Background: an optimization exercise with open tools, aiming at small area. Do not read the settings as production practice. Function was checked by simulation only, so behaviour that the tests miss may differ from the original.

==> design.v <==
module pipe16 (
    input  wire        clk,
    input  wire        rst,           
    output wire        imem_en,
    output wire [15:0] imem_addr,
    input  wire [15:0] imem_rdata,
    output wire        dmem_re,
    output wire        dmem_we,
    output wire [15:0] dmem_addr,
    output wire [15:0] dmem_wdata,
    input  wire [15:0] dmem_rdata
);
    localparam [4:0] M_NOP     = 5'd0,
                     M_LDMEM   = 5'd1,
                     M_STMEM   = 5'd2,
                     M_CALL    = 5'd3,
                     M_RETURN  = 5'd4,
                     M_JUMP    = 5'd5,
                     M_BRANCH  = 5'd6,
                     M_UNASG7  = 5'd7,
                     M_UNASG8  = 5'd8,
                     M_POP     = 5'd9,
                     M_PUSH    = 5'd10,
                     M_NOT     = 5'd11,
                     M_NEG     = 5'd12,
                     M_CNOT    = 5'd13,
                     M_POPCNT  = 5'd14,
                     M_BITREV  = 5'd15,
                     M_ADD     = 5'd17,
                     M_SUB     = 5'd18,
                     M_MUL     = 5'd19,
                     M_DIV     = 5'd20,
                     M_XOR     = 5'd21,
                     M_AND     = 5'd22,
                     M_OR      = 5'd23,
                     M_SHL     = 5'd24,
                     M_SHR     = 5'd25,
                     M_LT      = 5'd26,
                     M_LE      = 5'd27,
                     M_CMOVE   = 5'd28,
                     M_CADD    = 5'd29,
                     M_IMMLOW  = 5'd30,
                     M_IMMHIGH = 5'd31;
    function [4:0] mnem;
        input [3:0] fn;
        input [3:0] rnumb;
        mnem = (fn != 4'd0) ? {1'b1, fn} : {1'b0, rnumb};
    endfunction
    function alu_wb;
        input [4:0] m;
        alu_wb = m[4] || (m == M_POP) || (m == M_PUSH) || (m >= M_NOT && m <= M_BITREV);
    endfunction
    function mem_wb;
        input [4:0] m;
        mem_wb = (m == M_LDMEM) || (m == M_POP);
    endfunction
    function [3:0] dest;
        input [4:0] m;
        input [3:0] rnumc;
        input [3:0] rnuma;
        dest = (m == M_CALL || m == M_RETURN || m == M_POP || m == M_PUSH) ? rnuma : rnumc;
    endfunction
    reg [15:0] f_pc;
    reg [15:0] d_ir;        
    reg [15:0] d_valp;
    reg [15:0] e_ir;
    reg [15:0] e_vala, e_valb, e_valc;
    reg [15:0] e_valp;
    reg [15:0] m_ir;
    reg [15:0] m_alu, m_valc, m_vala, m_valp;
    reg [15:0] w_ir;
    reg [15:0] w_alu, w_memv, w_valc;
    reg [15:0] regs [0:15];
    wire [4:0] w_m      = mnem(w_ir[15:12], w_ir[7:4]);
    wire       w_alu_we = alu_wb(w_m);
    wire       w_mem_we = mem_wb(w_m);
    wire [3:0] w_dest   = dest(w_m, w_ir[11:8], w_ir[3:0]);
    wire [3:0] w_rc     = w_ir[11:8];
    function [15:0] rf_read;
        input [3:0] idx;
        begin
            if (w_alu_we && w_dest == idx)
                rf_read = w_alu;
            else if (w_mem_we && w_rc == idx)
                rf_read = w_memv;
            else
                rf_read = regs[idx];
        end
    endfunction
    integer i;
    always @(posedge clk) begin
        if (rst) begin
            for (i = 0; i < 16; i = i + 1)
                regs[i] <= 16'h0000;
        end else begin
            if (w_mem_we)
                regs[w_rc] <= w_memv;
            if (w_alu_we)
                regs[w_dest] <= w_alu;      
        end
    end
    wire [4:0] mm = mnem(m_ir[15:12], m_ir[7:4]);
    wire m_read   = (mm == M_LDMEM) || (mm == M_RETURN) || (mm == M_POP);
    wire m_write  = (mm == M_STMEM) || (mm == M_CALL) || (mm == M_PUSH);
    wire m_addr_vala = (mm == M_RETURN) || (mm == M_POP);
    assign dmem_re    = m_read;
    assign dmem_we    = m_write;
    assign dmem_addr  = m_addr_vala ? m_vala : m_alu;
    assign dmem_wdata = (mm == M_CALL) ? m_valp :
                        (mm == M_PUSH) ? m_valc : m_vala;
    wire [15:0] m_memv = m_read ? dmem_rdata : 16'h0000;
    wire [4:0] em = mnem(e_ir[15:12], e_ir[7:4]);
    wire [3:0] e_ra = e_ir[3:0];
    wire [3:0] e_rb = e_ir[7:4];
    wire [3:0] m_dest = dest(mm, m_ir[11:8], m_ir[3:0]);
    wire fwd = alu_wb(mm) && alu_wb(em) && (e_ra == m_dest || e_rb == m_dest);
    wire [15:0] opa = (fwd && e_ra == m_dest) ? m_alu : e_vala;
    wire [15:0] opb = (fwd && e_rb == m_dest) ? m_alu : e_valb;
    wire [15:0] opc = e_valc;
    wire [7:0]  e_data = e_ir[7:0];
    wire signed [15:0] sa = opa;
    wire signed [15:0] sb = opb;
    wire [15:0] mul_res = opb * opa;
    wire signed [15:0] quot = sb / sa;
    wire signed [15:0] sra  = sb >>> opa[3:0];
    wire [15:0] div_res = (opa == 16'h0000) ? 16'hFFFF : quot;
    wire        shamt_ok = (opa[15:4] == 12'h000);
    wire [15:0] shl_res = shamt_ok ? (opb << opa[3:0]) : 16'h0000;
    wire [15:0] shr_res = shamt_ok ? sra : {16{opb[15]}};
    reg [4:0]  pop_cnt;
    reg [15:0] rev;
    integer k;
    always @* begin
        pop_cnt = 5'd0;
        for (k = 0; k < 16; k = k + 1) begin
            pop_cnt = pop_cnt + {4'd0, opa[k]};
            rev[k]  = opa[15 - k];
        end
    end
    reg [15:0] alu;
    always @* begin
        case (em)
            M_LDMEM:   alu = opa;
            M_STMEM:   alu = opc;
            M_CALL:    alu = opa;
            M_RETURN:  alu = opa;
            M_JUMP:    alu = e_valp + opa;
            M_BRANCH:  alu = (opc != 16'h0000) ? e_valp + opa : e_valp;
            M_POP:     alu = opa + 16'd1;
            M_PUSH:    alu = opa - 16'd1;
            M_NOT:     alu = ~opa;
            M_NEG:     alu = -opa;
            M_CNOT:    alu = (opa == 16'h0000) ? 16'h0001 : 16'h0000;
            M_POPCNT:  alu = {11'd0, pop_cnt};
            M_BITREV:  alu = rev;
            M_ADD:     alu = opb + opa;
            M_SUB:     alu = opb - opa;
            M_MUL:     alu = mul_res;
            M_DIV:     alu = div_res;
            M_XOR:     alu = opb ^ opa;
            M_AND:     alu = opb & opa;
            M_OR:      alu = opb | opa;
            M_SHL:     alu = shl_res;
            M_SHR:     alu = shr_res;
            M_LT:      alu = (sb <  sa) ? 16'h0001 : 16'h0000;
            M_LE:      alu = (sb <= sa) ? 16'h0001 : 16'h0000;
            M_CMOVE:   alu = (opb != 16'h0000) ? opa : opc;
            M_CADD:    alu = (opb != 16'h0000) ? opc + opa : opc;
            M_IMMLOW:  alu = {opc[15:8], e_data};
            M_IMMHIGH: alu = {e_data, opc[7:0]};
            default:   alu = 16'h0000;    
        endcase
    end
    wire [15:0] sel = (w_m == M_CALL)                        ? w_valc :
                      (w_m == M_RETURN)                      ? w_memv :
                      (w_m == M_JUMP || w_m == M_BRANCH)     ? w_alu  :
                                                               f_pc;
    wire [4:0] dm     = mnem(d_ir[15:12], d_ir[7:4]);
    wire       bubble = (dm == M_UNASG7) || (dm == M_UNASG8);
    assign imem_en   = ~bubble;
    assign imem_addr = sel;
    always @(posedge clk) begin
        if (rst) begin
            f_pc   <= 16'h0000;
            d_ir   <= 16'h0000;
            d_valp <= 16'h0000;
            e_ir   <= 16'h0000;
            e_vala <= 16'h0000;
            e_valb <= 16'h0000;
            e_valc <= 16'h0000;
            e_valp <= 16'h0000;
            m_ir   <= 16'h0000;
            m_alu  <= 16'h0000;
            m_valc <= 16'h0000;
            m_vala <= 16'h0000;
            m_valp <= 16'h0000;
            w_ir   <= 16'h0000;
            w_alu  <= 16'h0000;
            w_memv <= 16'h0000;
            w_valc <= 16'h0000;
        end else begin
            if (bubble) begin
                d_ir   <= 16'h0000;
                d_valp <= sel;
                f_pc   <= sel;
            end else begin
                d_ir   <= imem_rdata;
                d_valp <= sel + 16'd1;
                f_pc   <= sel + 16'd1;
            end
            e_ir   <= d_ir;
            e_vala <= rf_read(d_ir[3:0]);
            e_valb <= rf_read(d_ir[7:4]);
            e_valc <= rf_read(d_ir[11:8]);
            e_valp <= d_valp;
            m_ir   <= e_ir;
            m_alu  <= alu;
            m_valc <= opc;
            m_vala <= opa;
            m_valp <= e_valp;
            w_ir   <= m_ir;
            w_alu  <= m_alu;
            w_memv <= m_memv;
            w_valc <= m_valc;
        end
    end
endmodule
==> run.sh <==
#!/bin/bash
# synth_recipe.tcl (not shown) runs the flow's synth.tcl, then flattens the netlist and writes it again
# the make line also repeats each setting of config.mk as NAME=value (left out here)
make -C /OpenROAD-flow-scripts/flow DESIGN_CONFIG=/design/flow/config.mk WORK_HOME=/design/flow/orfs CLKGATE_MAP_FILE= SYNTH_SCRIPT=/design/flow/synth_recipe.tcl finish
==> config.mk <==
export PLATFORM = sky130hd
export DESIGN_NAME = pipe16
export DESIGN_NICKNAME = pipe16
export VERILOG_FILES = /design/flow/design.v
export SDC_FILE = /design/flow/constraint.sdc
export NUM_CORES = 4
export LEC_CHECK = 0
export CAP_MARGIN = 20
export CORE_MARGIN = 2
export CORE_UTILIZATION = 40
export SLEW_MARGIN = 20
==> constraint.sdc <==
create_clock -name core_clock -period 40.0 [get_ports {clk}]
set_input_delay 8.0000 -clock core_clock [delete_from_list [all_inputs] [get_ports {clk}]]
set_output_delay 8.0000 -clock core_clock [all_outputs]
set_load 0.01 [all_outputs]
==> results.toml <==
[status]
status = "no timing/DRC/antenna violations"

[worst_setup_path]
ff2ff_path_depth = 159
slowest_delay_ps = 730
crit_path_end_kind = "flop"
critPathKind = "reg -> reg"
reg2reg_setup_slack_ps = 2370
timing.rr.end = "m_alu[15]"
path_max_fanout = 22
reg2reg_from = "m_ir[12]"
cp-start-kind = "flop"
crit_family = "compound AO/OA/AOI/OAI gates"
path_buf_inv = 5
cp.required_ps = 40580
path_common_cell = "o21a_1"
slowest_stage = "or4_4"
arrival_ps = 38220

[floorplanning]
die_h_um = 348
initial_core_util = 0.402
rows = 126
die_width_um = 348
die_area_mm2 = 0.121
boundaryPins = 85
core_area_mm2 = 0.118

[clocking]
cts_buffers = 56
cts_tree = "done"
clkTransAtPathRegs_ps = 60
h-tree-depth = 2
clock_path_buffers = 3
cts_root_buffer = "clkbuf_16"
clock_latency_ps = 650
clock-sinks = 512

[logic_synthesis]
synth-xor-area-share = 0.0445
netlist-cell-type-count = 104
synth-compound-area-share = 0.168
synthesis.instances = 5432
ys_async_sr_fraction = 0
syn_avg_cell_area_um2 = 8.73
synthSimpleGateAreaFrac = 0.183
synthAdderAreaFrac = 0.117
synth-seq-cells = 512
synth_edf_count = 256
syn_area_mm2 = 0.0474
muxShareOfSynthArea = 0.166
synth_top_family_by_area = "simple AND/OR/NAND/NOR gates"
synthFlopType = "edfxtp_1"
yosys_warnings = 1
yosysSeqAreaShare = 0.270
synth_nets = 5851

[sta]
maxSlewViolCount = 0
relSlewSlack = 0.228
min_period_over_period = 0.941
worst_slack_ps = 2370
finalSetupViolCount = 0
clock_skew_ps = 29.3
hold_viol = 0
fmax_mhz = 26.6
min_period_ps = 37630
rsz0062_at_grt = "false"
worst_pin_slew_ps = 1150

[grt]
overflow = 0
grt_pass1_wl_mm = 282
grt_pass1_vias = 41600
gr-usage-all-layers = 0.310
grt_max_degree = 87
grt_antenna_before_repair = 5

[place]
port_buffers = 84
place.gp.congestion = 1.06
dpl_cell_area_mm2 = 0.0499
dp_slack_ps = -44.7
dp_hpwl_mm = 141

[route]
final_antenna_net_count = 0
wire_per_inst_um = 27.9
drc = 0
drt_iter0_markers = 6061
routed_via_density = 6.35
totalWireLength_mm = 193
via_count = 43900
drt-pass1-iter-count = 7

[layout]
fin_area_mm2 = 0.0520
nNetsFinal = 5753
area_growth_pct = 9.65
drive_gt1_frac = 0.130

[hold_path]
hold_depth = 1
holdPathEnd = "m_ir[11]"
hp-class = "reg -> reg"
min_from = "e_ir[11]"

[flow_run]
drv_cap = 0
==> logic make-up (layout without fill, tap and decap cells) <==
group           after synthesis  in the layout
compound gates             1278           1278
other cells                   0              1
fa+ha+maj                   385            385
xor+xnor                    233            233
mux                         471            471
buf+inv                     644            591
simple gates               1909           1909
flops                       512            512
==> how the worst max path moves through the flow <==
stage	start	to	slack [ps]	depth (start not counted)
floorplan	m_ir[13]	m_alu[14]	4240	169
global placement	m_ir[12]	m_alu[14]	1030	161
detailed placement	m_ir[12]	m_alu[8]	-40	161
CTS	m_ir[12]	m_alu[14]	130	161
global route	m_ir[12]	m_alu[12]	40	163
finish	m_ir[12]	m_alu[15]	2370	159
==> placed cells by master, fill, tap and decap left out, types with 125 or more instances in the layout <==
cell / instances
nor2b_1: 125
a21oi_1: 241
mux4_2: 243
dfxtp_1: 247
ha_1: 290
xnor2_1: 150
o21ai_0: 470
inv_1: 237
mux2i_1: 145
nand2_1: 821
buf_4: 149
edfxtp_1: 256
nor2_1: 458
==> registers in the layout, indices dropped and copies added (netlist names) <==
| name | count |
|---|---|
| e_vala | 16 |
| m_ir | 16 |
| m_valp | 16 |
| f_pc | 16 |
| m_vala | 16 |
| e_ir | 16 |
| m_valc | 16 |
| d_ir | 16 |
| w_ir | 16 |
| e_valp | 16 |
| e_valc | 16 |
| e_valb | 16 |
| w_valc | 16 |
| w_alu | 16 |
| w_memv | 16 |
| regs | 256 |
| m_alu | 16 |
==> cell usage after synthesis (66+ instances only) <==
master	n	share of area
a21oi_1	245	0.026
clkbuf_1	335	0.027
dfxtp_1	256	0.11
edfxtp_1	256	0.16
fa_1	94	0.040
ha_1	291	0.077
inv_1	237	0.019
mux2_2	74	0.018
mux2i_1	153	0.032
mux4_2	243	0.12
nand2_1	821	0.065
nand3_1	66	0.0070
nor2_1	475	0.038
nor2b_1	127	0.017
nor3_1	100	0.011
o21ai_0	475	0.050
xnor2_1	151	0.028
xor2_1	77	0.014
==> layout make-up <==
cell class                 instances  area, µm²
multi-input combinational       4276      32500
timing repair buffer             234       1980
tap                             1536       1920
clock buffer                      85       1630
sequential                       512      12800
inverter                         254        955
fill                           11400      65800
antenna                            1       2.50
clock inverter                    18        136
==> stage by stage <==
stage	setup TNS [ps]	std cells	hold WS, ps	util
finish	0	6916	421	0.441
global route	0	6915	445	0.441
CTS	0	6903	439	0.439
detailed placement	-137	6800	424	0.424
global placement	0	6799	415	0.424
floorplan	0	5432	414	-
==> layer usage <==
metal / vias up / GRT usage / routed length [µm]
li1: 19500 / - / -
met1: 21200 / 0.413 / 76400
met2: 2647 / 0.482 / 85800
met3: 565 / 0.0566 / 19900
met4: 6 / 0.155 / 10700
met5: - / 0 / 35
==> timing repair <==
item                                    CTS  global route
pin swaps                                 0             5
hold buffers                              0             0
buffers inserted                          0            11
hold endpoints to repair                  0             0
gates resized for setup                   2            33
endpoints found under the setup margin   10            16

[static timing again, ports no longer ideal]
How much do the figures lean on ideal ports? The routed layout below was timed once more, with nothing changed but the port constraints. Step 1: set_driving_cell puts a clkbuf_16 on clk and a buf_2 on each other input, an assumption about the parent block. Step 2 adds t to the input delays and takes it off the output delays; t is the mean of the earliest and latest rising clock arrival at the registers after step 1. Input paths then give back, and output paths get back, about the clock's delay inside the block. a / b / c = ideal / step 1 / step 2; a / b = the first two.
t, ns: 0.708
setup WS [ns]: 2.367 / 2.367 / 2.367
worst setup path at the end: register to register
clock arrival spread, ns: 0.030 / 0.030
After both steps setup and hold are still met in this run. The setup slack of this run moves by 0.000 ns with the drivers and by 0.000 ns with both steps.
